This design comes from an exercise in tuning for small area, a short achievable clock period and few clock cycles per item on the open sky130 flow, not from production work. Where RTL was checked, it was by simulation tests only, not by an equivalence proof against the original. Only the layout flow was run in runs 1 and 2; the RTL was not checked for function there.

==> flow/design.v <==
module bsm_xfade (
    input  wire        clk,
    input  wire        rst,
    input  wire        cmd_valid,
    output wire        cmd_ready,
    input  wire [11:0] cmd_len,
    input  wire        in_valid,
    output wire        in_ready,
    input  wire [15:0] in_dst,
    input  wire [15:0] in_src,
    output wire        out_valid,
    input  wire        out_ready,
    output wire [15:0] out_data
);
    localparam F   = 29;              
    localparam CT  = 14;            
    localparam K   = 3;               
    localparam W   = F + 16 - CT;     
    localparam WL  = F - CT;          
    reg        active;    
    reg [11:0] left;      
    reg        first;     
    reg        rdy_r;     
    reg [1:0]  nq;        
    reg        vA, vB;    
    reg [10:0] dv;        
    reg [11:0] pr;        
    reg [F:0]  q;         
    reg [3:0]  dcnt;      
    reg        dfirst;    
    reg [F-1:0] x;        
    reg [11:0]  u;        
    reg         second;   
    wire cmd_fire = cmd_valid && !active;
    wire in_fire  = in_valid && rdy_r;
    wire pop      = out_ready && (nq != 2'd0);
    wire [1:0] nq_pop = nq - {1'b0, pop};
    wire stallB   = vB && (nq_pop == 2'd2);    
    wire stallA   = vA && stallB;              
    wire moveB    = vB && !stallB;
    assign cmd_ready = !active;
    assign in_ready  = rdy_r;
    wire [11:0] dr [0:K];
    wire [K-1:0] qb;
    assign dr[0] = pr;
    genvar gj;
    generate
        for (gj = 0; gj < K; gj = gj + 1) begin : g_div
            wire [11:0] tw = {dr[gj][10:0], dfirst && (gj == 0)};
            assign dr[gj+1] = dr[gj][11] ? tw + {1'b0, dv} : tw - {1'b0, dv};
            assign qb[K-1-gj] = !dr[gj+1][11];
        end
    endgenerate
    wire [11:0]  pd;
    wire         pd_co;
    xf_add #(12) u_pd (.a(pr), .b({1'b0, dv} ^ {12{!pr[11]}}), .ci(!pr[11]),
                       .s(pd), .co(pd_co));
    wire [11:0]  rr  = pr[11] ? pd : pr;                     
    wire [11:0]  rmd = pr[11] ? pr : pd;                     
    wire         cu  = !second && !u[11];
    wire [11:0]  un;
    wire         un_co;
    xf_add #(12) u_un (.a(second ? rmd : u), .b(cu ? rmd : rr), .ci(1'b0),
                       .s(un), .co(un_co));
    wire [F:0]   xs;
    wire         xs_co;
    xf_add #(F+1) u_xs (.a({1'b0, x}), .b(q), .ci(cu), .s(xs), .co(xs_co));
    wire [F-1:0] xn  = (xs[F] | xs_co) ? {F{1'b1}} : xs[F-1:0];
    wire [16:0] dl_in;
    wire        dl_co;
    xf_add #(17) u_dl (.a({in_dst[15], in_dst}), .b(~{in_src[15], in_src}), .ci(1'b1),
                       .s(dl_in), .co(dl_co));
    reg [16:0] dlA;
    reg [15:0] sA;
    wire [W-1:0] ra, rb;
    xf_mul u_mul (.dl(dlA), .x(x), .s(sA), .ra(ra), .rb(rb));
    wire [WL-1:0] lp = ra[WL-1:0] ^ rb[WL-1:0];
    wire [WL-1:0] lt = ra[WL-1:0] | rb[WL-1:0];
    wire [WL-1:0] ls;
    wire          lco;
    xf_add #(WL) u_lo (.a(ra[WL-1:0]), .b(rb[WL-1:0]), .ci(1'b0), .s(ls), .co(lco));
    wire [3:0]    l4s;
    wire          c11;    
    xf_add #(WL-11) u_l4 (.a(ra[WL-12:0]), .b(rb[WL-12:0]), .ci(1'b0), .s(l4s), .co(c11));
    wire          zl  = (lp[WL-11] == c11) && (lp[WL-1:WL-10] == lt[WL-2:WL-11]);
    reg  [15:0]   raB, rbB;
    reg           zB, cB;
    wire [15:0]  hi;
    wire         hi_co;
    xf_add #(16) u_y (.a(raB), .b(rbB), .ci(cB), .s(hi), .co(hi_co));
    wire         zi  = zB;
    wire [15:0]  res;
    wire         res_co;
    xf_add #(16) u_res (.a(hi), .b(16'd0), .ci(hi[15] & ~zi), .s(res), .co(res_co));
    reg [15:0] e0, e1;
    assign out_valid = (nq != 2'd0);
    assign out_data  = e0;
    wire [1:0] nq_nx  = nq_pop + {1'b0, moveB};
    wire       vA_nx  = in_fire || stallA;
    wire       vB_nx  = (vA && !stallB) || stallB;
    wire [2:0] cnt_nx = {1'b0, nq_nx} + {2'b0, vA_nx} + {2'b0, vB_nx};
    always @(posedge clk) begin
        if (pop)
            e0 <= e1;
        if (moveB) begin
            if (nq_pop == 2'd0) e0 <= res;
            else                e1 <= res;
        end
        if (!stallB) begin
            raB <= ra[W-1:WL];
            rbB <= rb[W-1:WL];
            zB  <= zl;
            cB  <= lco;
        end
        if (!stallA) begin
            dlA <= dl_in;
            sA  <= in_src;
        end
        if (dcnt != 4'd0) begin
            dcnt <= dcnt - 4'd1;
            pr   <= dr[K];
            q    <= {q[F-K:0], qb};
        end
        dfirst <= 1'b0;
        if (cmd_fire) begin
            dv <= cmd_len[10:0] - 11'd1;
            q  <= {(F+1){1'b0}};
            if (cmd_len > 12'd512) begin
                dcnt <= 4'd7; pr <= 12'd256;
            end else if (cmd_len > 12'd64) begin
                dcnt <= 4'd8; pr <= 12'd32;
            end else if (cmd_len > 12'd8) begin
                dcnt <= 4'd9; pr <= 12'd4;
            end else begin
                dcnt <= 4'd10; pr <= 12'd0; dfirst <= 1'b1;
            end
        end
        if (in_fire) begin
            second <= first;
            if (first) begin
                x <= {F{1'b0}};
            end else begin
                x <= xn;
                u <= un;
            end
        end
        if (rst) begin
            active <= 1'b0;
            left   <= 12'd0;
            first  <= 1'b0;
            rdy_r  <= 1'b0;
            nq     <= 2'd0;
            vA     <= 1'b0;
            vB     <= 1'b0;
            dcnt   <= 4'd0;
        end else begin
            nq <= nq_nx;
            vA <= vA_nx;
            vB <= vB_nx;
            if (cmd_fire) begin
                active <= (cmd_len != 12'd0);
                left   <= cmd_len;
                first  <= 1'b1;
                rdy_r  <= (cmd_len != 12'd0) && (cnt_nx != 3'd4);
            end else begin
                if (in_fire) begin
                    left   <= left - 12'd1;
                    first  <= 1'b0;
                    active <= (left != 12'd1);
                end
                rdy_r <= active && !(in_fire && left == 12'd1)
                         && ((first && !in_fire) || (dcnt == 4'd0) || (dcnt == 4'd1))
                         && (cnt_nx != 3'd4);
            end
        end
    end
endmodule
module xf_mul (
    input  wire [16:0] dl,
    input  wire [28:0] x,
    input  wire [15:0] s,
    output wire [44:14] ra,
    output wire [44:14] rb
);
    wire [17:-1] db = {dl[16], dl, 1'b0};
    wire [29:-1] xe = {1'b0, x, 1'b0};
    wire one0 = db[0] ^ db[-1];
    wire two0 = (db[1] & ~db[0] & ~db[-1]) | (~db[1] & db[0] & db[-1]);
    wire neg0 = db[1] & ~(db[0] & db[-1]);
    wire nneg0 = ~neg0;
    wire p0_14 = ((one0 & xe[14]) | (two0 & xe[13])) ^ neg0;
    wire p0_15 = ((one0 & xe[15]) | (two0 & xe[14])) ^ neg0;
    wire p0_16 = ((one0 & xe[16]) | (two0 & xe[15])) ^ neg0;
    wire p0_17 = ((one0 & xe[17]) | (two0 & xe[16])) ^ neg0;
    wire p0_18 = ((one0 & xe[18]) | (two0 & xe[17])) ^ neg0;
    wire p0_19 = ((one0 & xe[19]) | (two0 & xe[18])) ^ neg0;
    wire p0_20 = ((one0 & xe[20]) | (two0 & xe[19])) ^ neg0;
    wire p0_21 = ((one0 & xe[21]) | (two0 & xe[20])) ^ neg0;
    wire p0_22 = ((one0 & xe[22]) | (two0 & xe[21])) ^ neg0;
    wire p0_23 = ((one0 & xe[23]) | (two0 & xe[22])) ^ neg0;
    wire p0_24 = ((one0 & xe[24]) | (two0 & xe[23])) ^ neg0;
    wire p0_25 = ((one0 & xe[25]) | (two0 & xe[24])) ^ neg0;
    wire p0_26 = ((one0 & xe[26]) | (two0 & xe[25])) ^ neg0;
    wire p0_27 = ((one0 & xe[27]) | (two0 & xe[26])) ^ neg0;
    wire p0_28 = ((one0 & xe[28]) | (two0 & xe[27])) ^ neg0;
    wire p0_29 = ((one0 & xe[29]) | (two0 & xe[28])) ^ neg0;
    wire one1 = db[2] ^ db[1];
    wire two1 = (db[3] & ~db[2] & ~db[1]) | (~db[3] & db[2] & db[1]);
    wire neg1 = db[3] & ~(db[2] & db[1]);
    wire nneg1 = ~neg1;
    wire p1_12 = ((one1 & xe[12]) | (two1 & xe[11])) ^ neg1;
    wire p1_13 = ((one1 & xe[13]) | (two1 & xe[12])) ^ neg1;
    wire p1_14 = ((one1 & xe[14]) | (two1 & xe[13])) ^ neg1;
    wire p1_15 = ((one1 & xe[15]) | (two1 & xe[14])) ^ neg1;
    wire p1_16 = ((one1 & xe[16]) | (two1 & xe[15])) ^ neg1;
    wire p1_17 = ((one1 & xe[17]) | (two1 & xe[16])) ^ neg1;
    wire p1_18 = ((one1 & xe[18]) | (two1 & xe[17])) ^ neg1;
    wire p1_19 = ((one1 & xe[19]) | (two1 & xe[18])) ^ neg1;
    wire p1_20 = ((one1 & xe[20]) | (two1 & xe[19])) ^ neg1;
    wire p1_21 = ((one1 & xe[21]) | (two1 & xe[20])) ^ neg1;
    wire p1_22 = ((one1 & xe[22]) | (two1 & xe[21])) ^ neg1;
    wire p1_23 = ((one1 & xe[23]) | (two1 & xe[22])) ^ neg1;
    wire p1_24 = ((one1 & xe[24]) | (two1 & xe[23])) ^ neg1;
    wire p1_25 = ((one1 & xe[25]) | (two1 & xe[24])) ^ neg1;
    wire p1_26 = ((one1 & xe[26]) | (two1 & xe[25])) ^ neg1;
    wire p1_27 = ((one1 & xe[27]) | (two1 & xe[26])) ^ neg1;
    wire p1_28 = ((one1 & xe[28]) | (two1 & xe[27])) ^ neg1;
    wire p1_29 = ((one1 & xe[29]) | (two1 & xe[28])) ^ neg1;
    wire one2 = db[4] ^ db[3];
    wire two2 = (db[5] & ~db[4] & ~db[3]) | (~db[5] & db[4] & db[3]);
    wire neg2 = db[5] & ~(db[4] & db[3]);
    wire nneg2 = ~neg2;
    wire p2_10 = ((one2 & xe[10]) | (two2 & xe[9])) ^ neg2;
    wire p2_11 = ((one2 & xe[11]) | (two2 & xe[10])) ^ neg2;
    wire p2_12 = ((one2 & xe[12]) | (two2 & xe[11])) ^ neg2;
    wire p2_13 = ((one2 & xe[13]) | (two2 & xe[12])) ^ neg2;
    wire p2_14 = ((one2 & xe[14]) | (two2 & xe[13])) ^ neg2;
    wire p2_15 = ((one2 & xe[15]) | (two2 & xe[14])) ^ neg2;
    wire p2_16 = ((one2 & xe[16]) | (two2 & xe[15])) ^ neg2;
    wire p2_17 = ((one2 & xe[17]) | (two2 & xe[16])) ^ neg2;
    wire p2_18 = ((one2 & xe[18]) | (two2 & xe[17])) ^ neg2;
    wire p2_19 = ((one2 & xe[19]) | (two2 & xe[18])) ^ neg2;
    wire p2_20 = ((one2 & xe[20]) | (two2 & xe[19])) ^ neg2;
    wire p2_21 = ((one2 & xe[21]) | (two2 & xe[20])) ^ neg2;
    wire p2_22 = ((one2 & xe[22]) | (two2 & xe[21])) ^ neg2;
    wire p2_23 = ((one2 & xe[23]) | (two2 & xe[22])) ^ neg2;
    wire p2_24 = ((one2 & xe[24]) | (two2 & xe[23])) ^ neg2;
    wire p2_25 = ((one2 & xe[25]) | (two2 & xe[24])) ^ neg2;
    wire p2_26 = ((one2 & xe[26]) | (two2 & xe[25])) ^ neg2;
    wire p2_27 = ((one2 & xe[27]) | (two2 & xe[26])) ^ neg2;
    wire p2_28 = ((one2 & xe[28]) | (two2 & xe[27])) ^ neg2;
    wire p2_29 = ((one2 & xe[29]) | (two2 & xe[28])) ^ neg2;
    wire one3 = db[6] ^ db[5];
    wire two3 = (db[7] & ~db[6] & ~db[5]) | (~db[7] & db[6] & db[5]);
    wire neg3 = db[7] & ~(db[6] & db[5]);
    wire nneg3 = ~neg3;
    wire p3_8 = ((one3 & xe[8]) | (two3 & xe[7])) ^ neg3;
    wire p3_9 = ((one3 & xe[9]) | (two3 & xe[8])) ^ neg3;
    wire p3_10 = ((one3 & xe[10]) | (two3 & xe[9])) ^ neg3;
    wire p3_11 = ((one3 & xe[11]) | (two3 & xe[10])) ^ neg3;
    wire p3_12 = ((one3 & xe[12]) | (two3 & xe[11])) ^ neg3;
    wire p3_13 = ((one3 & xe[13]) | (two3 & xe[12])) ^ neg3;
    wire p3_14 = ((one3 & xe[14]) | (two3 & xe[13])) ^ neg3;
    wire p3_15 = ((one3 & xe[15]) | (two3 & xe[14])) ^ neg3;
    wire p3_16 = ((one3 & xe[16]) | (two3 & xe[15])) ^ neg3;
    wire p3_17 = ((one3 & xe[17]) | (two3 & xe[16])) ^ neg3;
    wire p3_18 = ((one3 & xe[18]) | (two3 & xe[17])) ^ neg3;
    wire p3_19 = ((one3 & xe[19]) | (two3 & xe[18])) ^ neg3;
    wire p3_20 = ((one3 & xe[20]) | (two3 & xe[19])) ^ neg3;
    wire p3_21 = ((one3 & xe[21]) | (two3 & xe[20])) ^ neg3;
    wire p3_22 = ((one3 & xe[22]) | (two3 & xe[21])) ^ neg3;
    wire p3_23 = ((one3 & xe[23]) | (two3 & xe[22])) ^ neg3;
    wire p3_24 = ((one3 & xe[24]) | (two3 & xe[23])) ^ neg3;
    wire p3_25 = ((one3 & xe[25]) | (two3 & xe[24])) ^ neg3;
    wire p3_26 = ((one3 & xe[26]) | (two3 & xe[25])) ^ neg3;
    wire p3_27 = ((one3 & xe[27]) | (two3 & xe[26])) ^ neg3;
    wire p3_28 = ((one3 & xe[28]) | (two3 & xe[27])) ^ neg3;
    wire p3_29 = ((one3 & xe[29]) | (two3 & xe[28])) ^ neg3;
    wire one4 = db[8] ^ db[7];
    wire two4 = (db[9] & ~db[8] & ~db[7]) | (~db[9] & db[8] & db[7]);
    wire neg4 = db[9] & ~(db[8] & db[7]);
    wire nneg4 = ~neg4;
    wire p4_6 = ((one4 & xe[6]) | (two4 & xe[5])) ^ neg4;
    wire p4_7 = ((one4 & xe[7]) | (two4 & xe[6])) ^ neg4;
    wire p4_8 = ((one4 & xe[8]) | (two4 & xe[7])) ^ neg4;
    wire p4_9 = ((one4 & xe[9]) | (two4 & xe[8])) ^ neg4;
    wire p4_10 = ((one4 & xe[10]) | (two4 & xe[9])) ^ neg4;
    wire p4_11 = ((one4 & xe[11]) | (two4 & xe[10])) ^ neg4;
    wire p4_12 = ((one4 & xe[12]) | (two4 & xe[11])) ^ neg4;
    wire p4_13 = ((one4 & xe[13]) | (two4 & xe[12])) ^ neg4;
    wire p4_14 = ((one4 & xe[14]) | (two4 & xe[13])) ^ neg4;
    wire p4_15 = ((one4 & xe[15]) | (two4 & xe[14])) ^ neg4;
    wire p4_16 = ((one4 & xe[16]) | (two4 & xe[15])) ^ neg4;
    wire p4_17 = ((one4 & xe[17]) | (two4 & xe[16])) ^ neg4;
    wire p4_18 = ((one4 & xe[18]) | (two4 & xe[17])) ^ neg4;
    wire p4_19 = ((one4 & xe[19]) | (two4 & xe[18])) ^ neg4;
    wire p4_20 = ((one4 & xe[20]) | (two4 & xe[19])) ^ neg4;
    wire p4_21 = ((one4 & xe[21]) | (two4 & xe[20])) ^ neg4;
    wire p4_22 = ((one4 & xe[22]) | (two4 & xe[21])) ^ neg4;
    wire p4_23 = ((one4 & xe[23]) | (two4 & xe[22])) ^ neg4;
    wire p4_24 = ((one4 & xe[24]) | (two4 & xe[23])) ^ neg4;
    wire p4_25 = ((one4 & xe[25]) | (two4 & xe[24])) ^ neg4;
    wire p4_26 = ((one4 & xe[26]) | (two4 & xe[25])) ^ neg4;
    wire p4_27 = ((one4 & xe[27]) | (two4 & xe[26])) ^ neg4;
    wire p4_28 = ((one4 & xe[28]) | (two4 & xe[27])) ^ neg4;
    wire p4_29 = ((one4 & xe[29]) | (two4 & xe[28])) ^ neg4;
    wire one5 = db[10] ^ db[9];
    wire two5 = (db[11] & ~db[10] & ~db[9]) | (~db[11] & db[10] & db[9]);
    wire neg5 = db[11] & ~(db[10] & db[9]);
    wire nneg5 = ~neg5;
    wire p5_4 = ((one5 & xe[4]) | (two5 & xe[3])) ^ neg5;
    wire p5_5 = ((one5 & xe[5]) | (two5 & xe[4])) ^ neg5;
    wire p5_6 = ((one5 & xe[6]) | (two5 & xe[5])) ^ neg5;
    wire p5_7 = ((one5 & xe[7]) | (two5 & xe[6])) ^ neg5;
    wire p5_8 = ((one5 & xe[8]) | (two5 & xe[7])) ^ neg5;
    wire p5_9 = ((one5 & xe[9]) | (two5 & xe[8])) ^ neg5;
    wire p5_10 = ((one5 & xe[10]) | (two5 & xe[9])) ^ neg5;
    wire p5_11 = ((one5 & xe[11]) | (two5 & xe[10])) ^ neg5;
    wire p5_12 = ((one5 & xe[12]) | (two5 & xe[11])) ^ neg5;
    wire p5_13 = ((one5 & xe[13]) | (two5 & xe[12])) ^ neg5;
    wire p5_14 = ((one5 & xe[14]) | (two5 & xe[13])) ^ neg5;
    wire p5_15 = ((one5 & xe[15]) | (two5 & xe[14])) ^ neg5;
    wire p5_16 = ((one5 & xe[16]) | (two5 & xe[15])) ^ neg5;
    wire p5_17 = ((one5 & xe[17]) | (two5 & xe[16])) ^ neg5;
    wire p5_18 = ((one5 & xe[18]) | (two5 & xe[17])) ^ neg5;
    wire p5_19 = ((one5 & xe[19]) | (two5 & xe[18])) ^ neg5;
    wire p5_20 = ((one5 & xe[20]) | (two5 & xe[19])) ^ neg5;
    wire p5_21 = ((one5 & xe[21]) | (two5 & xe[20])) ^ neg5;
    wire p5_22 = ((one5 & xe[22]) | (two5 & xe[21])) ^ neg5;
    wire p5_23 = ((one5 & xe[23]) | (two5 & xe[22])) ^ neg5;
    wire p5_24 = ((one5 & xe[24]) | (two5 & xe[23])) ^ neg5;
    wire p5_25 = ((one5 & xe[25]) | (two5 & xe[24])) ^ neg5;
    wire p5_26 = ((one5 & xe[26]) | (two5 & xe[25])) ^ neg5;
    wire p5_27 = ((one5 & xe[27]) | (two5 & xe[26])) ^ neg5;
    wire p5_28 = ((one5 & xe[28]) | (two5 & xe[27])) ^ neg5;
    wire p5_29 = ((one5 & xe[29]) | (two5 & xe[28])) ^ neg5;
    wire one6 = db[12] ^ db[11];
    wire two6 = (db[13] & ~db[12] & ~db[11]) | (~db[13] & db[12] & db[11]);
    wire neg6 = db[13] & ~(db[12] & db[11]);
    wire nneg6 = ~neg6;
    wire p6_2 = ((one6 & xe[2]) | (two6 & xe[1])) ^ neg6;
    wire p6_3 = ((one6 & xe[3]) | (two6 & xe[2])) ^ neg6;
    wire p6_4 = ((one6 & xe[4]) | (two6 & xe[3])) ^ neg6;
    wire p6_5 = ((one6 & xe[5]) | (two6 & xe[4])) ^ neg6;
    wire p6_6 = ((one6 & xe[6]) | (two6 & xe[5])) ^ neg6;
    wire p6_7 = ((one6 & xe[7]) | (two6 & xe[6])) ^ neg6;
    wire p6_8 = ((one6 & xe[8]) | (two6 & xe[7])) ^ neg6;
    wire p6_9 = ((one6 & xe[9]) | (two6 & xe[8])) ^ neg6;
    wire p6_10 = ((one6 & xe[10]) | (two6 & xe[9])) ^ neg6;
    wire p6_11 = ((one6 & xe[11]) | (two6 & xe[10])) ^ neg6;
    wire p6_12 = ((one6 & xe[12]) | (two6 & xe[11])) ^ neg6;
    wire p6_13 = ((one6 & xe[13]) | (two6 & xe[12])) ^ neg6;
    wire p6_14 = ((one6 & xe[14]) | (two6 & xe[13])) ^ neg6;
    wire p6_15 = ((one6 & xe[15]) | (two6 & xe[14])) ^ neg6;
    wire p6_16 = ((one6 & xe[16]) | (two6 & xe[15])) ^ neg6;
    wire p6_17 = ((one6 & xe[17]) | (two6 & xe[16])) ^ neg6;
    wire p6_18 = ((one6 & xe[18]) | (two6 & xe[17])) ^ neg6;
    wire p6_19 = ((one6 & xe[19]) | (two6 & xe[18])) ^ neg6;
    wire p6_20 = ((one6 & xe[20]) | (two6 & xe[19])) ^ neg6;
    wire p6_21 = ((one6 & xe[21]) | (two6 & xe[20])) ^ neg6;
    wire p6_22 = ((one6 & xe[22]) | (two6 & xe[21])) ^ neg6;
    wire p6_23 = ((one6 & xe[23]) | (two6 & xe[22])) ^ neg6;
    wire p6_24 = ((one6 & xe[24]) | (two6 & xe[23])) ^ neg6;
    wire p6_25 = ((one6 & xe[25]) | (two6 & xe[24])) ^ neg6;
    wire p6_26 = ((one6 & xe[26]) | (two6 & xe[25])) ^ neg6;
    wire p6_27 = ((one6 & xe[27]) | (two6 & xe[26])) ^ neg6;
    wire p6_28 = ((one6 & xe[28]) | (two6 & xe[27])) ^ neg6;
    wire p6_29 = ((one6 & xe[29]) | (two6 & xe[28])) ^ neg6;
    wire one7 = db[14] ^ db[13];
    wire two7 = (db[15] & ~db[14] & ~db[13]) | (~db[15] & db[14] & db[13]);
    wire neg7 = db[15] & ~(db[14] & db[13]);
    wire nneg7 = ~neg7;
    wire p7_0 = ((one7 & xe[0]) | (two7 & xe[-1])) ^ neg7;
    wire p7_1 = ((one7 & xe[1]) | (two7 & xe[0])) ^ neg7;
    wire p7_2 = ((one7 & xe[2]) | (two7 & xe[1])) ^ neg7;
    wire p7_3 = ((one7 & xe[3]) | (two7 & xe[2])) ^ neg7;
    wire p7_4 = ((one7 & xe[4]) | (two7 & xe[3])) ^ neg7;
    wire p7_5 = ((one7 & xe[5]) | (two7 & xe[4])) ^ neg7;
    wire p7_6 = ((one7 & xe[6]) | (two7 & xe[5])) ^ neg7;
    wire p7_7 = ((one7 & xe[7]) | (two7 & xe[6])) ^ neg7;
    wire p7_8 = ((one7 & xe[8]) | (two7 & xe[7])) ^ neg7;
    wire p7_9 = ((one7 & xe[9]) | (two7 & xe[8])) ^ neg7;
    wire p7_10 = ((one7 & xe[10]) | (two7 & xe[9])) ^ neg7;
    wire p7_11 = ((one7 & xe[11]) | (two7 & xe[10])) ^ neg7;
    wire p7_12 = ((one7 & xe[12]) | (two7 & xe[11])) ^ neg7;
    wire p7_13 = ((one7 & xe[13]) | (two7 & xe[12])) ^ neg7;
    wire p7_14 = ((one7 & xe[14]) | (two7 & xe[13])) ^ neg7;
    wire p7_15 = ((one7 & xe[15]) | (two7 & xe[14])) ^ neg7;
    wire p7_16 = ((one7 & xe[16]) | (two7 & xe[15])) ^ neg7;
    wire p7_17 = ((one7 & xe[17]) | (two7 & xe[16])) ^ neg7;
    wire p7_18 = ((one7 & xe[18]) | (two7 & xe[17])) ^ neg7;
    wire p7_19 = ((one7 & xe[19]) | (two7 & xe[18])) ^ neg7;
    wire p7_20 = ((one7 & xe[20]) | (two7 & xe[19])) ^ neg7;
    wire p7_21 = ((one7 & xe[21]) | (two7 & xe[20])) ^ neg7;
    wire p7_22 = ((one7 & xe[22]) | (two7 & xe[21])) ^ neg7;
    wire p7_23 = ((one7 & xe[23]) | (two7 & xe[22])) ^ neg7;
    wire p7_24 = ((one7 & xe[24]) | (two7 & xe[23])) ^ neg7;
    wire p7_25 = ((one7 & xe[25]) | (two7 & xe[24])) ^ neg7;
    wire p7_26 = ((one7 & xe[26]) | (two7 & xe[25])) ^ neg7;
    wire p7_27 = ((one7 & xe[27]) | (two7 & xe[26])) ^ neg7;
    wire p7_28 = ((one7 & xe[28]) | (two7 & xe[27])) ^ neg7;
    wire p7_29 = ((one7 & xe[29]) | (two7 & xe[28])) ^ neg7;
    wire one8 = db[16] ^ db[15];
    wire two8 = (db[17] & ~db[16] & ~db[15]) | (~db[17] & db[16] & db[15]);
    wire neg8 = db[17] & ~(db[16] & db[15]);
    wire nneg8 = ~neg8;
    wire p8_0 = ((one8 & xe[0]) | (two8 & xe[-1])) ^ neg8;
    wire p8_1 = ((one8 & xe[1]) | (two8 & xe[0])) ^ neg8;
    wire p8_2 = ((one8 & xe[2]) | (two8 & xe[1])) ^ neg8;
    wire p8_3 = ((one8 & xe[3]) | (two8 & xe[2])) ^ neg8;
    wire p8_4 = ((one8 & xe[4]) | (two8 & xe[3])) ^ neg8;
    wire p8_5 = ((one8 & xe[5]) | (two8 & xe[4])) ^ neg8;
    wire p8_6 = ((one8 & xe[6]) | (two8 & xe[5])) ^ neg8;
    wire p8_7 = ((one8 & xe[7]) | (two8 & xe[6])) ^ neg8;
    wire p8_8 = ((one8 & xe[8]) | (two8 & xe[7])) ^ neg8;
    wire p8_9 = ((one8 & xe[9]) | (two8 & xe[8])) ^ neg8;
    wire p8_10 = ((one8 & xe[10]) | (two8 & xe[9])) ^ neg8;
    wire p8_11 = ((one8 & xe[11]) | (two8 & xe[10])) ^ neg8;
    wire p8_12 = ((one8 & xe[12]) | (two8 & xe[11])) ^ neg8;
    wire p8_13 = ((one8 & xe[13]) | (two8 & xe[12])) ^ neg8;
    wire p8_14 = ((one8 & xe[14]) | (two8 & xe[13])) ^ neg8;
    wire p8_15 = ((one8 & xe[15]) | (two8 & xe[14])) ^ neg8;
    wire p8_16 = ((one8 & xe[16]) | (two8 & xe[15])) ^ neg8;
    wire p8_17 = ((one8 & xe[17]) | (two8 & xe[16])) ^ neg8;
    wire p8_18 = ((one8 & xe[18]) | (two8 & xe[17])) ^ neg8;
    wire p8_19 = ((one8 & xe[19]) | (two8 & xe[18])) ^ neg8;
    wire p8_20 = ((one8 & xe[20]) | (two8 & xe[19])) ^ neg8;
    wire p8_21 = ((one8 & xe[21]) | (two8 & xe[20])) ^ neg8;
    wire p8_22 = ((one8 & xe[22]) | (two8 & xe[21])) ^ neg8;
    wire p8_23 = ((one8 & xe[23]) | (two8 & xe[22])) ^ neg8;
    wire p8_24 = ((one8 & xe[24]) | (two8 & xe[23])) ^ neg8;
    wire p8_25 = ((one8 & xe[25]) | (two8 & xe[24])) ^ neg8;
    wire p8_26 = ((one8 & xe[26]) | (two8 & xe[25])) ^ neg8;
    wire p8_27 = ((one8 & xe[27]) | (two8 & xe[26])) ^ neg8;
    wire p8_28 = ((one8 & xe[28]) | (two8 & xe[27])) ^ neg8;
    wire s1, c2;
    assign {c2, s1} = p0_14 + p1_12;
    wire s3, c4;
    assign {c4, s3} = p0_15 + p1_13;
    wire s5, c6;
    assign {c6, s5} = p0_16 + p1_14 + p2_12;
    wire s7, c8;
    assign {c8, s7} = p0_17 + p1_15 + p2_13;
    wire s9, c10;
    assign {c10, s9} = p0_18 + p1_16;
    wire s11, c12;
    assign {c12, s11} = p0_19 + p1_17;
    wire s13, c14;
    assign {c14, s13} = p0_20 + p1_18;
    wire s15, c16;
    assign {c16, s15} = p0_21 + p1_19;
    wire s17, c18;
    assign {c18, s17} = p0_22 + p1_20;
    wire s19, c20;
    assign {c20, s19} = p0_23 + p1_21;
    wire s21, c22;
    assign {c22, s21} = p0_24 + p1_22;
    wire s23, c24;
    assign {c24, s23} = p0_25 + p1_23;
    wire s25, c26;
    assign {c26, s25} = p0_26 + p1_24;
    wire s27, c28;
    assign {c28, s27} = p0_27 + p1_25;
    wire s29, c30;
    assign {c30, s29} = p0_28 + p1_26;
    wire s31, c32;
    assign {c32, s31} = p0_29 + p1_27 + p2_25;
    wire s33, c34;
    assign {c34, s33} = nneg0 + p1_28 + p2_26;
    wire s35, c36;
    assign {c36, s35} = p3_24 + p4_22;
    wire s37, c38;
    assign {c38, s37} = p1_29 + p2_27 + p3_25;
    wire s39, c40;
    assign {c40, s39} = p4_23 + p5_21;
    wire s41, c42;
    assign {c42, s41} = nneg1 + p2_28 + p3_26;
    wire s43, c44;
    assign {c44, s43} = p2_29 + p3_27;
    wire s45, c46;
    assign {c46, s45} = s1 + p2_10 + p3_8;
    wire s47, c48;
    assign {c48, s47} = p4_6 + p5_4;
    wire s49, c50;
    assign {c50, s49} = c2 + s3 + p2_11;
    wire s51, c52;
    assign {c52, s51} = p3_9 + p4_7 + p5_5;
    wire s53, c54;
    assign {c54, s53} = p6_3 + p7_1;
    wire s55, c56;
    assign {c56, s55} = c4 + s5 + p3_10;
    wire s57, c58;
    assign {c58, s57} = p4_8 + p5_6 + p6_4;
    wire s59, c60;
    assign {c60, s59} = p7_2 + p8_0 + neg8;
    wire s61, c62;
    assign {c62, s61} = c6 + s7 + p3_11;
    wire s63, c64;
    assign {c64, s63} = p4_9 + p5_7 + p6_5;
    wire s65, c66;
    assign {c66, s65} = p7_3 + p8_1 + 1'b1;
    wire s67, c68;
    assign {c68, s67} = c8 + s9 + p2_14;
    wire s69, c70;
    assign {c70, s69} = p3_12 + p4_10 + p5_8;
    wire s71, c72;
    assign {c72, s71} = p6_6 + p7_4 + p8_2;
    wire s73, c74;
    assign {c74, s73} = c10 + s11 + p2_15;
    wire s75, c76;
    assign {c76, s75} = p3_13 + p4_11 + p5_9;
    wire s77, c78;
    assign {c78, s77} = p6_7 + p7_5 + p8_3;
    wire s79, c80;
    assign {c80, s79} = c12 + s13 + p2_16;
    wire s81, c82;
    assign {c82, s81} = p3_14 + p4_12 + p5_10;
    wire s83, c84;
    assign {c84, s83} = p6_8 + p7_6 + p8_4;
    wire s85, c86;
    assign {c86, s85} = c14 + s15 + p2_17;
    wire s87, c88;
    assign {c88, s87} = p3_15 + p4_13 + p5_11;
    wire s89, c90;
    assign {c90, s89} = p6_9 + p7_7 + p8_5;
    wire s91, c92;
    assign {c92, s91} = c16 + s17 + p2_18;
    wire s93, c94;
    assign {c94, s93} = p3_16 + p4_14 + p5_12;
    wire s95, c96;
    assign {c96, s95} = p6_10 + p7_8 + p8_6;
    wire s97, c98;
    assign {c98, s97} = c18 + s19 + p2_19;
    wire s99, c100;
    assign {c100, s99} = p3_17 + p4_15 + p5_13;
    wire s101, c102;
    assign {c102, s101} = p6_11 + p7_9 + p8_7;
    wire s103, c104;
    assign {c104, s103} = c20 + s21 + p2_20;
    wire s105, c106;
    assign {c106, s105} = p3_18 + p4_16 + p5_14;
    wire s107, c108;
    assign {c108, s107} = p6_12 + p7_10 + p8_8;
    wire s109, c110;
    assign {c110, s109} = c22 + s23 + p2_21;
    wire s111, c112;
    assign {c112, s111} = p3_19 + p4_17 + p5_15;
    wire s113, c114;
    assign {c114, s113} = p6_13 + p7_11 + p8_9;
    wire s115, c116;
    assign {c116, s115} = c24 + s25 + p2_22;
    wire s117, c118;
    assign {c118, s117} = p3_20 + p4_18 + p5_16;
    wire s119, c120;
    assign {c120, s119} = p6_14 + p7_12 + p8_10;
    wire s121, c122;
    assign {c122, s121} = c26 + s27 + p2_23;
    wire s123, c124;
    assign {c124, s123} = p3_21 + p4_19 + p5_17;
    wire s125, c126;
    assign {c126, s125} = p6_15 + p7_13 + p8_11;
    wire s127, c128;
    assign {c128, s127} = c28 + s29 + p2_24;
    wire s129, c130;
    assign {c130, s129} = p3_22 + p4_20 + p5_18;
    wire s131, c132;
    assign {c132, s131} = p6_16 + p7_14 + p8_12;
    wire s133, c134;
    assign {c134, s133} = c30 + s31 + p3_23;
    wire s135, c136;
    assign {c136, s135} = p4_21 + p5_19 + p6_17;
    wire s137, c138;
    assign {c138, s137} = p7_15 + p8_13 + s[0];
    wire s139, c140;
    assign {c140, s139} = c32 + s33 + s35;
    wire s141, c142;
    assign {c142, s141} = p5_20 + p6_18 + p7_16;
    wire s143, c144;
    assign {c144, s143} = p8_14 + s[1] + 1'b1;
    wire s145, c146;
    assign {c146, s145} = c34 + c36 + s37;
    wire s147, c148;
    assign {c148, s147} = s39 + p6_19 + p7_17;
    wire s149, c150;
    assign {c150, s149} = p8_15 + s[2] + 1'b1;
    wire s151, c152;
    assign {c152, s151} = c38 + c40 + s41;
    wire s153, c154;
    assign {c154, s153} = p4_24 + p5_22 + p6_20;
    wire s155, c156;
    assign {c156, s155} = p7_18 + p8_16 + s[3];
    wire s157, c158;
    assign {c158, s157} = c42 + s43 + p4_25;
    wire s159, c160;
    assign {c160, s159} = p5_23 + p6_21 + p7_19;
    wire s161, c162;
    assign {c162, s161} = p8_17 + s[4] + 1'b1;
    wire s163, c164;
    assign {c164, s163} = c44 + nneg2 + p3_28;
    wire s165, c166;
    assign {c166, s165} = p4_26 + p5_24 + p6_22;
    wire s167, c168;
    assign {c168, s167} = p7_20 + p8_18 + s[5];
    wire s169, c170;
    assign {c170, s169} = p3_29 + p4_27 + p5_25;
    wire s171, c172;
    assign {c172, s171} = p6_23 + p7_21 + p8_19;
    wire s173, c174;
    assign {c174, s173} = s[6] + 1'b1;
    wire s175, c176;
    assign {c176, s175} = nneg3 + p4_28 + p5_26;
    wire s177, c178;
    assign {c178, s177} = p6_24 + p7_22 + p8_20;
    wire s179, c180;
    assign {c180, s179} = p4_29 + p5_27 + p6_25;
    wire s181, c182;
    assign {c182, s181} = p7_23 + p8_21;
    wire s183, c184;
    assign {c184, s183} = nneg4 + p5_28 + p6_26;
    wire s185, c186;
    assign {c186, s185} = p5_29 + p6_27;
    wire s187, c188;
    assign {c188, s187} = s45 + s47 + p6_2;
    wire s189, c190;
    assign {c190, s189} = c46 + c48 + s49;
    wire s191, c192;
    assign {c192, s191} = s51 + s53;
    wire s193, c194;
    assign {c194, s193} = c50 + c52 + c54;
    wire s195, c196;
    assign {c196, s195} = s55 + s57 + s59;
    wire s197, c198;
    assign {c198, s197} = c56 + c58 + c60;
    wire s199, c200;
    assign {c200, s199} = s61 + s63 + s65;
    wire s201, c202;
    assign {c202, s201} = c62 + c64 + c66;
    wire s203, c204;
    assign {c204, s203} = s67 + s69 + s71;
    wire s205, c206;
    assign {c206, s205} = c68 + c70 + c72;
    wire s207, c208;
    assign {c208, s207} = s73 + s75 + s77;
    wire s209, c210;
    assign {c210, s209} = c74 + c76 + c78;
    wire s211, c212;
    assign {c212, s211} = s79 + s81 + s83;
    wire s213, c214;
    assign {c214, s213} = c80 + c82 + c84;
    wire s215, c216;
    assign {c216, s215} = s85 + s87 + s89;
    wire s217, c218;
    assign {c218, s217} = c86 + c88 + c90;
    wire s219, c220;
    assign {c220, s219} = s91 + s93 + s95;
    wire s221, c222;
    assign {c222, s221} = c92 + c94 + c96;
    wire s223, c224;
    assign {c224, s223} = s97 + s99 + s101;
    wire s225, c226;
    assign {c226, s225} = c98 + c100 + c102;
    wire s227, c228;
    assign {c228, s227} = s103 + s105 + s107;
    wire s229, c230;
    assign {c230, s229} = c104 + c106 + c108;
    wire s231, c232;
    assign {c232, s231} = s109 + s111 + s113;
    wire s233, c234;
    assign {c234, s233} = c110 + c112 + c114;
    wire s235, c236;
    assign {c236, s235} = s115 + s117 + s119;
    wire s237, c238;
    assign {c238, s237} = c116 + c118 + c120;
    wire s239, c240;
    assign {c240, s239} = s121 + s123 + s125;
    wire s241, c242;
    assign {c242, s241} = c122 + c124 + c126;
    wire s243, c244;
    assign {c244, s243} = s127 + s129 + s131;
    wire s245, c246;
    assign {c246, s245} = c128 + c130 + c132;
    wire s247, c248;
    assign {c248, s247} = s133 + s135 + s137;
    wire s249, c250;
    assign {c250, s249} = c134 + c136 + c138;
    wire s251, c252;
    assign {c252, s251} = s139 + s141 + s143;
    wire s253, c254;
    assign {c254, s253} = c140 + c142 + c144;
    wire s255, c256;
    assign {c256, s255} = s145 + s147 + s149;
    wire s257, c258;
    assign {c258, s257} = c146 + c148 + c150;
    wire s259, c260;
    assign {c260, s259} = s151 + s153 + s155;
    wire s261, c262;
    assign {c262, s261} = c152 + c154 + c156;
    wire s263, c264;
    assign {c264, s263} = s157 + s159 + s161;
    wire s265, c266;
    assign {c266, s265} = c158 + c160 + c162;
    wire s267, c268;
    assign {c268, s267} = s163 + s165 + s167;
    wire s269, c270;
    assign {c270, s269} = c164 + c166 + c168;
    wire s271, c272;
    assign {c272, s271} = s169 + s171 + s173;
    wire s273, c274;
    assign {c274, s273} = c170 + c172 + c174;
    wire s275, c276;
    assign {c276, s275} = s175 + s177 + s[7];
    wire s277, c278;
    assign {c278, s277} = c176 + c178 + s179;
    wire s279, c280;
    assign {c280, s279} = s181 + s[8] + 1'b1;
    wire s281, c282;
    assign {c282, s281} = c180 + c182 + s183;
    wire s283, c284;
    assign {c284, s283} = p7_24 + p8_22 + s[9];
    wire s285, c286;
    assign {c286, s285} = c184 + s185 + p7_25;
    wire s287, c288;
    assign {c288, s287} = p8_23 + s[10] + 1'b1;
    wire s289, c290;
    assign {c290, s289} = c186 + nneg5 + p6_28;
    wire s291, c292;
    assign {c292, s291} = p7_26 + p8_24 + s[11];
    wire s293, c294;
    assign {c294, s293} = p6_29 + p7_27 + p8_25;
    wire s295, c296;
    assign {c296, s295} = s[12] + 1'b1;
    wire s297, c298;
    assign {c298, s297} = nneg6 + p7_28 + p8_26;
    wire s299, c300;
    assign {c300, s299} = p7_29 + p8_27;
    wire s301, c302;
    assign {c302, s301} = s187 + p7_0;
    wire s303, c304;
    assign {c304, s303} = c188 + s189 + s191;
    wire s305, c306;
    assign {c306, s305} = c190 + c192 + s193;
    wire s307, c308;
    assign {c308, s307} = c194 + c196 + s197;
    wire s309, c310;
    assign {c310, s309} = c198 + c200 + s201;
    wire s311, c312;
    assign {c312, s311} = c202 + c204 + s205;
    wire s313, c314;
    assign {c314, s313} = c206 + c208 + s209;
    wire s315, c316;
    assign {c316, s315} = c210 + c212 + s213;
    wire s317, c318;
    assign {c318, s317} = c214 + c216 + s217;
    wire s319, c320;
    assign {c320, s319} = c218 + c220 + s221;
    wire s321, c322;
    assign {c322, s321} = c222 + c224 + s225;
    wire s323, c324;
    assign {c324, s323} = c226 + c228 + s229;
    wire s325, c326;
    assign {c326, s325} = c230 + c232 + s233;
    wire s327, c328;
    assign {c328, s327} = c234 + c236 + s237;
    wire s329, c330;
    assign {c330, s329} = c238 + c240 + s241;
    wire s331, c332;
    assign {c332, s331} = c242 + c244 + s245;
    wire s333, c334;
    assign {c334, s333} = c246 + c248 + s249;
    wire s335, c336;
    assign {c336, s335} = c250 + c252 + s253;
    wire s337, c338;
    assign {c338, s337} = c254 + c256 + s257;
    wire s339, c340;
    assign {c340, s339} = c258 + c260 + s261;
    wire s341, c342;
    assign {c342, s341} = c262 + c264 + s265;
    wire s343, c344;
    assign {c344, s343} = c266 + c268 + s269;
    wire s345, c346;
    assign {c346, s345} = c270 + c272 + s273;
    wire s347, c348;
    assign {c348, s347} = c274 + c276 + s277;
    wire s349, c350;
    assign {c350, s349} = c278 + c280 + s281;
    wire s351, c352;
    assign {c352, s351} = c282 + c284 + s285;
    wire s353, c354;
    assign {c354, s353} = c286 + c288 + s289;
    wire s355, c356;
    assign {c356, s355} = c290 + c292 + s293;
    wire s357, c358;
    assign {c358, s357} = c294 + c296 + s297;
    wire s359, c360;
    assign {c360, s359} = c298 + s299 + s[14];
    wire s361, c362;
    assign {c362, s361} = c300 + nneg7 + p8_28;
    wire s363, c364;
    assign {c364, s363} = s301 + neg7;
    wire s365, c366;
    assign {c366, s365} = c302 + s303 + 1'b1;
    wire s367, c368;
    assign {c368, s367} = c304 + s305 + s195;
    wire s369, c370;
    assign {c370, s369} = c306 + s307 + s199;
    wire s371, c372;
    assign {c372, s371} = c308 + s309 + s203;
    wire s373, c374;
    assign {c374, s373} = c310 + s311 + s207;
    wire s375, c376;
    assign {c376, s375} = c312 + s313 + s211;
    wire s377, c378;
    assign {c378, s377} = c314 + s315 + s215;
    wire s379, c380;
    assign {c380, s379} = c316 + s317 + s219;
    wire s381, c382;
    assign {c382, s381} = c318 + s319 + s223;
    wire s383, c384;
    assign {c384, s383} = c320 + s321 + s227;
    wire s385, c386;
    assign {c386, s385} = c322 + s323 + s231;
    wire s387, c388;
    assign {c388, s387} = c324 + s325 + s235;
    wire s389, c390;
    assign {c390, s389} = c326 + s327 + s239;
    wire s391, c392;
    assign {c392, s391} = c328 + s329 + s243;
    wire s393, c394;
    assign {c394, s393} = c330 + s331 + s247;
    wire s395, c396;
    assign {c396, s395} = c332 + s333 + s251;
    wire s397, c398;
    assign {c398, s397} = c334 + s335 + s255;
    wire s399, c400;
    assign {c400, s399} = c336 + s337 + s259;
    wire s401, c402;
    assign {c402, s401} = c338 + s339 + s263;
    wire s403, c404;
    assign {c404, s403} = c340 + s341 + s267;
    wire s405, c406;
    assign {c406, s405} = c342 + s343 + s271;
    wire s407, c408;
    assign {c408, s407} = c344 + s345 + s275;
    wire s409, c410;
    assign {c410, s409} = c346 + s347 + s279;
    wire s411, c412;
    assign {c412, s411} = c348 + s349 + s283;
    wire s413, c414;
    assign {c414, s413} = c350 + s351 + s287;
    wire s415, c416;
    assign {c416, s415} = c352 + s353 + s291;
    wire s417, c418;
    assign {c418, s417} = c354 + s355 + s295;
    wire s419, c420;
    assign {c420, s419} = c356 + s357 + s[13];
    wire s421, c422;
    assign {c422, s421} = c358 + s359 + 1'b1;
    wire s423, c424;
    assign {c424, s423} = c360 + s361 + s[15];
    wire [44:0] rA = {c422, c420, c418, c416, c414, c412, c410, c408, c406, c404, c402, c400, c398, c396, c394, c392, c390, c388, c386, c384, c382, c380, c378, c376, c374, c372, c370, c368, c366, c364, s363, 1'b0, 1'b0, 1'b0, 1'b0, 1'b0, 1'b0, 1'b0, 1'b0, 1'b0, 1'b0, 1'b0, 1'b0, 1'b0, 1'b0};
    wire [44:0] rB = {s423, s421, s419, s417, s415, s413, s411, s409, s407, s405, s403, s401, s399, s397, s395, s393, s391, s389, s387, s385, s383, s381, s379, s377, s375, s373, s371, s369, s367, s365, 1'b1, 1'b0, 1'b0, 1'b0, 1'b0, 1'b0, 1'b0, 1'b0, 1'b0, 1'b0, 1'b0, 1'b0, 1'b0, 1'b0, 1'b0};
    assign ra = rA[44:14];
    assign rb = rB[44:14];
endmodule
module xf_add #(parameter N = 8) (
    input  wire [N-1:0] a,
    input  wire [N-1:0] b,
    input  wire         ci,
    output wire [N-1:0] s,
    output wire         co
);
    localparam L = $clog2(N + 1);
    wire [N:0] g0 = {a & b, ci};
    wire [N:0] p0 = {a ^ b, 1'b0};
    reg  [N:0] g, p;
    integer lv, i;
    always @* begin
        g = g0;
        p = p0;
        for (lv = 0; lv < L; lv = lv + 1)
            for (i = (2 << lv) - 1; i <= N; i = i + (2 << lv)) begin
                g[i] = g[i] | (p[i] & g[i - (1 << lv)]);
                p[i] = p[i] & p[i - (1 << lv)];
            end
        for (lv = L - 2; lv >= 0; lv = lv - 1)
            for (i = (3 << lv) - 1; i <= N; i = i + (2 << lv)) begin
                g[i] = g[i] | (p[i] & g[i - (1 << lv)]);
                p[i] = p[i] & p[i - (1 << lv)];
            end
    end
    assign s  = p0[N:1] ^ g[N-1:0];
    assign co = g[N];
endmodule
==> flow/run.sh <==
#!/bin/bash
# synth_recipe.tcl (not shown) runs the flow's synth.tcl, then flattens the netlist and writes it again
# the make line also repeats each setting of config.mk as NAME=value (left out here)
make -C /OpenROAD-flow-scripts/flow DESIGN_CONFIG=/design/flow/config.mk WORK_HOME=/design/flow/orfs CLKGATE_MAP_FILE= SYNTH_SCRIPT=/design/flow/synth_recipe.tcl finish
==> flow/config.mk <==
export PLATFORM = sky130hd
export DESIGN_NAME = bsm_xfade
export DESIGN_NICKNAME = bsm_xfade
export VERILOG_FILES = /design/flow/design.v
export SDC_FILE = /design/flow/constraint.sdc
export NUM_CORES = 4
export LEC_CHECK = 0
export ABC_CLOCK_PERIOD_IN_PS = 5000
export CAP_MARGIN = 20
export CORE_MARGIN = 2
export CORE_UTILIZATION = 40
export PLACE_DENSITY = 0.6
export SETUP_SLACK_MARGIN = 5
export SLEW_MARGIN = 20
==> flow/constraint.sdc <==
create_clock -name core_clock -period 10.0 [get_ports {clk}]
set_input_delay 2.0000 -clock core_clock [delete_from_list [all_inputs] [get_ports {clk}]]
set_output_delay 2.0000 -clock core_clock [all_outputs]
set_load 0.01 [all_outputs]
==> out/qor.csv, run 1 <==
stage,metric,value,unit
clock_network,cts_root_buf,clkbuf_16,
clock_network,clk_latency,0.59,ns
logic_synthesis,yosysWarnings,7,
sta,finalSetupViolations,0,
worst_setup_path,path_max_fanout,7,
floorplanning,io_pins,68,
drt,drtAntennaViolNets,0,
drt,num_vias,17700,
cells_and_area,area_delta_synth_final,15.3,%
logic_synthesis,synth.most_common_cell,inv_1,
global_route,gr-total-overflow,0,
worst_setup_path,critPathKind,register to register,
cells_and_area,fin_nets,2981,
worst_setup_path,crit_path_end_kind,register,
drt,avgRoutedWirePerCell,18.4,um
sta,fin_worst_skew,0.0250,ns
min_path,hold_start,q[28]$_SDFFE_PP0P_,
logic_synthesis,synth_area_leaders,"edfxtp_1 19%, fa_1 19%, ha_1 11%",
floorplanning,die_h,247,um
logic_synthesis,synth_nets,2926,
logic_synthesis,synthTopCellsByCount,"286 x inv_1, 221 x fa_1, 213 x ha_1",
global_route,grt_usage,20.1,%
clock_network,cts-buffers-inserted,28,
clock_network,cts_tree,done,
placement,place_hpwl,43800,um
worst_setup_path,r2r-start,dv[0]$_DFFE_PP_,
drt,drt_iter0_drc,1152,
global_route,antenna_found_initial,0,
logic_synthesis,yosysTopAreaCellShare,18.8,%
cells_and_area,diodes,0,
sta,rsz0062_at_grt,yes,
drt,drtPass1Iterations,5,
global_route,grt_max_degree,45,
worst_setup_path,cp.required,10.33,ns
global_route,grt_pass1_wl,98100,um
clock_network,clkTransAtPathRegs,0.06,ns
drt,wl,60600,um
logic_synthesis,synth_ff_type,edfxtp_1,
logic_synthesis,synth_edf_count,148,
min_path,hold_path.class,register to register,
placement,detailed_place.area,0.0251,mm^2
global_route,grt_pass1_vias,18400,
logic_synthesis,ys_ff_latch,218,
cells_and_area,fin_util,46.4,%
floorplanning,coreArea,0.0587,mm^2
logic_synthesis,synth.avg_cell_area,9.67,um^2
cells_and_area,multi_input_area,0.0168,mm^2
sta,timing.final.hold_violations,0,
worst_setup_path,cp.arrival,5.60,ns
logic_synthesis,synth_cell_types,68,
sta,worst_pin_slew,1.02,ns
sta,fmax,190,MHz
floorplanning,dieArea,0.0610,mm^2
placement,finalWeightedCongestion,0.899,
worst_setup_path,crit_start,dv[0]$_DFFE_PP_,
sta,relSlewSlack,32.0,%
sta,period_minus_slack,5.28,ns
worst_setup_path,startpoint_type,register,
sta,fin_crit_sh,52.8,%
cells_and_area,layout-drive-gt1-share,11.2,%
logic_synthesis,postSynthCellCount,2443,
logic_synthesis,syn_area,0.0236,mm^2
floorplanning,die_w,247,um
drt,drc_errors,0,
cells_and_area,register_area,0.00585,mm^2
floorplanning,start_util,40.3,%
clock_network,clkSinkCount,218,
drt,vias_per_cell,5.36,
floorplanning,num_rows,89,
placement,io_buffer_count,67,
sta,timing.final.max_slew_violations,0,
clock_network,cts.path.max_buffers,3,
clock_network,cts_max_level,1,
logic_synthesis,synth_top_area_cell,edfxtp_1,
sta,tns,0,ns
outcome,status,"complete, no violations",
cells_and_area,n_fill_cell,5416,
logic_synthesis,async_flop_share,0,%
logic_synthesis,ys_seq_area_share,24.7,%
cells_and_area,design_area,0.0272,mm^2
job,maxCapViolCount,0,
## timing repair
action | in CTS | in global routing
setup endpoints to repair | 21 | 23
hold buffers | 0 | 0
setup buffers | 53 | 17
hold endpoints to repair | 0 | 0
pin swaps | 32 | 33
gates resized for setup | 66 | 68
gates cloned | 1 | 1
## placed cells by master, fill, tap and decap left out, drive strengths merged, types with 38 or more instances in the layout
| cell | n |
|---|---|
| a21o | 43 |
| a21oi | 98 |
| a22oi | 162 |
| buf | 104 |
| clkbuf | 43 |
| clkdlybuf4s50 | 67 |
| dfxtp | 70 |
| edfxtp | 148 |
| fa | 221 |
| ha | 213 |
| inv | 290 |
| mux2i | 38 |
| nand2 | 153 |
| nand2b | 52 |
| nor2 | 102 |
| nor2b | 50 |
| o21ai | 89 |
| xnor2 | 188 |
| xor2 | 148 |
## path summary, 6_finish.rpt
kind	cells after the start	to	slack (ns)
worst min register to register	2	q[28]$_SDFFE_PP0P_	0.47
worst max register to register	27	pr[11]$_SDFFCE_PP0P_	4.73
worst max-delay path	27	pr[11]$_SDFFCE_PP0P_	4.73
worst min-delay path	2	q[28]$_SDFFE_PP0P_	0.47
## logic make-up (layout without fill, tap and decap cells)
logic type	count (synthesis)	in the layout	synth area share, %
compound gates	497	497	14.1
fa+ha+maj	434	434	30.0
mux	43	43	1.86
buf+inv	436	513	6.98
xor+xnor	336	336	12.5
simple gates	479	479	9.81
flops	218	218	24.7
## final cells by class
type / instances / area share, %
Tap cell: 773 / 3.55
Timing Repair Buffer: 172 / 6.02
Sequential cell: 218 / 21.5
Clock buffer: 42 / 3.03
Multi-Input combinational cell: 1789 / 61.6
Clock inverter: 10 / 0.271
Inverter: 289 / 4.03
## registers in the layout (all words and copies together) (netlist names), 16 cells and up
name and cells:
rbB 16, e1 16, e0 16, dlA 17
raB 16, x 29, sA 16, q 30
## critical path: stages, from the launching register on
cell and delay [ns]:
edfxtp_1 0.40, buf_6 0.15, inv_4 0.05, ha_4 0.13, nor2b_4 0.19, a21oi_2 0.08, xnor2_1 0.16, ha_2 0.31
o21ai_2 0.16, nand2b_1 0.07, a31o_1 0.22, a311oi_2 0.38, xnor2_2 0.18, buf_6 0.18, mux2_4 0.34, xnor2_4 0.17
ha_4 0.24, and3_4 0.15, a21oi_2 0.09, o21ai_1 0.07, o21ai_1 0.14, nand2b_1 0.09, a21o_1 0.20, a311oi_1 0.27
mux2i_1 0.16, xnor2_2 0.17, buf_6 0.14, and2_1 0.13
## stage by stage
step,hold slack (ns),setup WS (ns),std cells
4_1_cts,0.468,4.85,3275
6_report,0.468,4.73,3293
2_1_floorplan,0.406,4.96,2443
3_5_place_dp,0.458,3.61,3169
5_1_grt,0.479,4.52,3293
3_3_place_gp,0.453,3.68,3169
## metal layers
| layer | routed length [um] | GRT usage [%] | up-vias |
|---|---|---|---|
| met5 | 0 | 0 | - |
| met3 | 3150 | 2.72 | 103 |
| li1 | - | - | 8343 |
| met4 | 1700 | 6.70 | 0 |
| met1 | 26300 | 26.1 | 8752 |
| met2 | 29500 | 34.3 | 459 |
==> inputs of run 2 (changes only) <==
--- a/flow/config.mk
+++ b/flow/config.mk
@@ -6,9 +6,8 @@
 export NUM_CORES = 4
 export LEC_CHECK = 0
-export ABC_CLOCK_PERIOD_IN_PS = 5000
 export CAP_MARGIN = 20
 export CORE_MARGIN = 2
-export CORE_UTILIZATION = 40
-export PLACE_DENSITY = 0.6
+export CORE_UTILIZATION = 60
+export PLACE_DENSITY = 0.7
 export SETUP_SLACK_MARGIN = 5
 export SLEW_MARGIN = 20
==> out/qor.csv, run 2 <==
stage,metric,value,unit
clock_network,clkSinkCount,218,
logic_synthesis,synthSimpleGateAreaFrac,9.81,%
floorplanning,die_w,202,um
cells_and_area,reg_top3,"q x30, x x29, dlA x17",
sta,period_minus_slack,5.20,ns
worst_setup_path,cp.required,10.31,ns
clock_network,cts.path.max_buffers,3,
sta,tns,0,ns
worst_setup_path,r2r-start,dv[0]$_DFFE_PP_,
logic_synthesis,synth_nets,2926,
drt,drtPass1Iterations,5,
placement,finalWeightedCongestion,0.951,
clock_network,cts_tree,done,
drt,vias_per_cell,5.91,
worst_setup_path,r2r_end,pr[11]$_SDFFCE_PP0P_,
placement,place_hpwl,43200,um
sta,fmax,192,MHz
floorplanning,dieArea,0.0410,mm^2
global_route,gr-total-overflow,0,
logic_synthesis,yosysTopAreaCellShare,18.8,%
clock_network,clkTransAtPathRegs,0.06,ns
clock_network,cts-buffers-inserted,25,
worst_setup_path,crit_path_end_kind,register,
floorplanning,start_util,61.0,%
cells_and_area,final_cells,3049,
cells_and_area,fin_nets,2995,
worst_setup_path,cpPeakStageDelay,0.49,ns
global_route,antenna_found_initial,0,
worst_setup_path,critPathKind,register to register,
cells_and_area,most-common-layout-cells,"281 x inv_1, 208 x fa_1, 197 x ha_1, 177 x xnor2_1, 152 x a22oi_1",
global_route,grt_max_degree,56,
sta,worst_pin_slew,0.938,ns
min_path,hold_path.class,register to register,
worst_setup_path,reg2reg_depth,25,
placement,io_buffer_count,67,
logic_synthesis,synth_fa_ha_area_share,30.0,%
logic_synthesis,ys_ff_latch,218,
sta,finalSetupViolations,0,
logic_synthesis,synth_edf_count,148,
drt,wl,60700,um
min_path,hold_path_end,q[21]$_SDFFE_PP0P_,
drt,num_vias,18000,
logic_synthesis,synth_ff_type,edfxtp_1,
logic_synthesis,synthTopCellsByCount,"286 x inv_1, 221 x fa_1, 213 x ha_1",
worst_setup_path,crit_path_top_delay_cell,edfxtp_1,
worst_setup_path,startpoint_type,register,
drt,drc_errors,0,
global_route,grt_usage,30.2,%
sta,timing.final.hold_violations,0,
min_path,hold_start,q[18]$_SDFFE_PP0P_,
logic_synthesis,synthMuxAreaShare,1.86,%
floorplanning,io_pins,68,
cells_and_area,n_fill_cell,2986,
cells_and_area,largest_register_ffs,30,
logic_synthesis,yosysWarnings,7,
global_route,grt_pass1_vias,18700,
sta,rsz0062_at_grt,yes,
floorplanning,num_rows,72,
drt,avgRoutedWirePerCell,19.9,um
cells_and_area,final_common_cell,inv_1,
worst_setup_path,ff2ff_setup_slack,4.80,ns
cells_and_area,largest-register,q,
logic_synthesis,synth_cell_types,68,
job,maxCapViolCount,0,
logic_synthesis,synth_top_area_cell,edfxtp_1,
logic_synthesis,synth_area_leaders,"edfxtp_1 19%, fa_1 19%, ha_1 11%",
sta,relSlewSlack,37.5,%
logic_synthesis,synth-compound-area-share,14.1,%
logic_synthesis,synth_top_family_by_area,adder cells,
logic_synthesis,yosys.area_share.xor_xnor,12.5,%
drt,drt_iter0_drc,1494,
logic_synthesis,ys_seq_area_share,24.7,%
sta,fin_worst_skew,0.0187,ns
logic_synthesis,syn_area,0.0236,mm^2
worst_setup_path,path_buf_inv,3,
sta,fin_crit_sh,52.0,%
sta,timing.final.max_slew_violations,0,
drt,drtAntennaViolNets,0,
clock_network,clk_latency,0.57,ns
clock_network,cts_max_level,1,
min_path,holdPathStages,2,
logic_synthesis,synth.most_common_cell,inv_1,
cells_and_area,area_delta_synth_final,14.3,%
clock_network,cts_root_buf,clkbuf_16,
logic_synthesis,async_flop_share,0,%
cells_and_area,diodes,0,
global_route,grt_pass1_wl,98700,um
worst_setup_path,path_max_fanout,4,
cells_and_area,layout-drive-gt1-share,11.9,%
worst_setup_path,cp.arrival,5.51,ns
logic_synthesis,synth.avg_cell_area,9.67,um^2
floorplanning,coreArea,0.0387,mm^2
floorplanning,die_h,202,um
worst_setup_path,crit_family,compound AO/OA/AOI/OAI gates,
logic_synthesis,postSynthCellCount,2443,
placement,dp_cells,2914,
outcome,status,"complete, no violations",
run 2: kinds of logic (layout without fill, tap and decap cells):
family / after synthesis / in the layout
compound gates: 497 / 497
fa+ha+maj: 434 / 434
xor+xnor: 336 / 336
flops: 218 / 218
buf+inv: 436 / 524
mux: 43 / 43
simple gates: 479 / 479
run 2: metrics by stage:
step                utilization [%]  setup slack (ns)  instance area, um^2  hold WS [ns]
CTS                            68.4              4.85                26500         0.479
floorplan                         -              4.96                23700         0.406
detailed placement             63.9              3.55                24700         0.469
finish                         69.7              4.80                27000         0.477
global placement               63.9              3.73                24700         0.456
global route                   69.7              4.57                27000         0.508
run 2: worst max-delay path by stage:
stage                          start                    to  slack, ns  cells past startpoint
global placement    dlA[1]$_DFFE_PN_          cB$_DFFE_PN_       3.73                     23
finish               dv[0]$_DFFE_PP_  pr[11]$_SDFFCE_PP0P_       4.80                     25
detailed placement  dlA[1]$_DFFE_PN_          cB$_DFFE_PN_       3.55                     23
global route         dv[0]$_DFFE_PP_  pr[11]$_SDFFCE_PP0P_       4.57                     25
floorplan            dv[0]$_DFFE_PP_  pr[11]$_SDFFCE_PP0P_       4.96                     28
CTS                  dv[0]$_DFFE_PP_  pr[11]$_SDFFCE_PP0P_       4.85                     26
run 2: routing by layer:
layer | up-vias | part of all wire [%] | GRT usage, %
met5 | - | 0 | 0
met1 | 8826 | 41 | 39.5
met4 | 0 | 3.4 | 10.2
met2 | 672 | 48 | 51.1
li1 | 8369 | - | -
met3 | 141 | 7.0 | 4.80
run 2: final cells by class:
cell class	instances	area, um^2	share of cell area (%)
Clock inverter	18	234	0.866
Sequential cell	218	5850	21.6
Multi-Input combinational cell	1789	16800	62.3
Inverter	289	1100	4.09
Clock buffer	28	647	2.40
Timing Repair Buffer	189	1710	6.35
Tap cell	518	648	2.40
run 2: worst min-delay path: cells and delay by family, from the launching register on:
kind | cells | cell delay (ns)
flops | 1 | 0.32
simple gates | 1 | 0.06
compound gates | 1 | 0.05
run 2: timing repair:
item / in CTS / in global routing
setup endpoints to repair: 23 / 22
gates cloned: 2 / 0
hold buffers: 0 / 0
gates resized for setup: 75 / 63
buffers inserted: 63 / 24
pin swaps: 46 / 46
==> inputs of run 3 (changes only) <==
--- a/flow/design.v
+++ b/flow/design.v
@@ -870,5 +870,6 @@
     output wire         co
 );
-    localparam L = $clog2(N + 1);
+    localparam L = (N < 2) ? 1 : (N < 4) ? 2 : (N < 8) ? 3 : (N < 16) ? 4 :
+                   (N < 32) ? 5 : (N < 64) ? 6 : 7;    
     wire [N:0] g0 = {a & b, ci};
     wire [N:0] p0 = {a ^ b, 1'b0};
==> out/qor.csv, run 3 <==
stage,metric,value,unit
outcome,status,"complete, no violations",
logic_synthesis,synthTopCellsByCount,"286 x inv_1, 221 x fa_1, 213 x ha_1",
cells_and_area,largest-register,q,
global_route,use_met2,51.1,%
global_route,grt_max_degree,56,
sta,fin_hold_ws,0.477,ns
cells_and_area,final_common_cell,inv_1,
drt,wl,60700,um
sta,finalSetupViolations,0,
worst_setup_path,cp.required,10.31,ns
logic_synthesis,synth.most_common_cell,inv_1,
clock_network,clkSinkCount,218,
cells_and_area,area_delta_synth_final,14.3,%
logic_synthesis,yosysTopAreaCellShare,18.8,%
logic_synthesis,ys_seq_area_share,24.7,%
worst_setup_path,path_buf_inv,3,
cells_and_area,fin_nets,2995,
clock_network,cts.path.max_buffers,3,
sta,tns,0,ns
global_route,grt_usage,30.2,%
global_route,gr-total-overflow,0,
logic_synthesis,synthMuxAreaShare,1.86,%
sta,fmax,192,MHz
placement,place_hpwl,43200,um
worst_setup_path,crit_path_end_kind,register,
clock_network,cts_root_buf,clkbuf_16,
clock_network,clk_latency,0.57,ns
clock_network,clkTransAtPathRegs,0.06,ns
min_path,hold_path.class,register to register,
cells_and_area,diodes,0,
clock_network,hold_buffers,0,
logic_synthesis,yosys.area_share.xor_xnor,12.5,%
drt,num_vias,18000,
floorplanning,num_rows,72,
logic_synthesis,synth_area_leaders,"edfxtp_1 19%, fa_1 19%, ha_1 11%",
logic_synthesis,synth_top_area_cell,edfxtp_1,
logic_synthesis,synth.avg_cell_area,9.67,um^2
global_route,grt_pass1_vias,18700,
logic_synthesis,synthSimpleGateAreaFrac,9.81,%
worst_setup_path,critPathKind,register to register,
cells_and_area,most-common-layout-cells,"281 x inv_1, 208 x fa_1, 197 x ha_1, 177 x xnor2_1, 152 x a22oi_1",
floorplanning,die_w,202,um
logic_synthesis,ys_ff_latch,218,
logic_synthesis,synth_nets,2926,
placement,finalWeightedCongestion,0.951,
cells_and_area,layout-drive-gt1-share,11.9,%
cells_and_area,reg_top3,"q x30, x x29, dlA x17",
cells_and_area,largest_register_ffs,30,
clock_network,cts_max_level,1,
global_route,grt-busiest-layer,met2,
job,maxCapViolCount,0,
clock_network,cts_tree,done,
cells_and_area,n_fill_cell,2986,
worst_setup_path,crit_family,compound AO/OA/AOI/OAI gates,
global_route,grtUsageMet1,39.5,%
sta,timing.final.max_slew_violations,0,
logic_synthesis,synth-compound-area-share,14.1,%
global_route,met3_usage,4.80,%
logic_synthesis,synth_edf_count,148,
global_route,grt_pass1_wl,98700,um
drt,drtPass1Iterations,5,
logic_synthesis,async_flop_share,0,%
drt,drt_iter0_drc,1494,
logic_synthesis,syn_area,0.0236,mm^2
sta,worst_pin_slew,0.938,ns
logic_synthesis,synth_top_family_by_area,adder cells,
floorplanning,coreArea,0.0387,mm^2
==> run 3: kinds of logic after synthesis <==
| kind of cell | after synthesis |
|---|---|
| fa+ha+maj | 434 |
| buf+inv | 436 |
| flops | 218 |
| xor+xnor | 336 |
| simple gates | 479 |
| compound gates | 497 |
| mux | 43 |
==> run 3: cell type report <==
cell class                 count  area [um^2]  area share (%)
inverter                     289         1100            4.09
sequential                   218         5850            21.6
clock buffer                  28          647            2.40
timing repair buffer         189         1710            6.35
multi-input combinational   1789        16800            62.3
clock inverter                18          234           0.866
tap                          518          648            2.40
==> run 3: layer usage <==
| metal | part of all wire, % | routed length (um) |
|---|---|---|
| met2 | 48 | 29500 |
| met5 | 0 | 0 |
| met3 | 7.0 | 4270 |
| met4 | 3.4 | 2050 |
| met1 | 41 | 25000 |
==> run 3: repair_timing <==
item | 4_1_cts | 5_1_grt
resized for setup | 75 | 63
setup endpoints to repair | 23 | 22
pin swaps | 46 | 46
setup buffers | 63 | 24
cloned | 2 | 0
==> run 3: final timing paths <==
check,from,end,slack (ns),cells after the start
setup / recovery,dv[0]$_DFFE_PP_,pr[11]$_SDFFCE_PP0P_,4.80,25
hold / removal,q[18]$_SDFFE_PP0P_,q[21]$_SDFFE_PP0P_,0.48,2
setup reg to reg,dv[0]$_DFFE_PP_,pr[11]$_SDFFCE_PP0P_,4.80,25
hold reg to reg,q[18]$_SDFFE_PP0P_,q[21]$_SDFFE_PP0P_,0.48,2
==> run 3: worst min-delay path: stages, from the launching register on <==
cell	delay, ns
dfxtp_1	0.32
nand2_1	0.06
a21oi_1	0.05
==> run 3: per-stage QoR <==
| stage | area (um^2) | setup slack (ns) | utilization, % |
|---|---|---|---|
| floorplan | 23700 | 4.96 | - |
| global placement | 24700 | 3.73 | 63.9 |
| detailed placement | 24700 | 3.55 | 63.9 |
| CTS | 26500 | 4.85 | 68.4 |
| global route | 27000 | 4.57 | 69.7 |
| finish | 27000 | 4.80 | 69.7 |
Testbench counts of run 3, summed over its fixed seeds: cycles 41,401, items 38,279.

separate check: timing with driven ports:
Ports are ideal in the flow. The routed layouts listed here were re-timed in OpenROAD.
Step 1, drivers: a clkbuf_16 drives clk and a buf_2 each remaining input, both assumed.
Step 2 adds t to the input delays and takes it off the output delays; t is the mean of the earliest and latest rising clock arrival at the registers after step 1. Input paths then give back, and output paths get back, about the clock's delay inside the block.
a / b / c = ideal ports / drivers / drivers and shift; a / b = the first two.
run | shift t [ns] | setup WS [ns] | worst setup path at the end | latest minus earliest clock arrival (ns)
run 1 | 0.634 | 4.725 / 4.725 / 4.594 | input to register | 0.027 / 0.026
run 2 | 0.621 | 4.804 / 4.804 / 4.662 | input to register | 0.021 / 0.021
run 3 | 0.621 | 4.804 / 4.804 / 4.662 | input to register | 0.021 / 0.021
After both steps setup and hold are still met in every run listed.
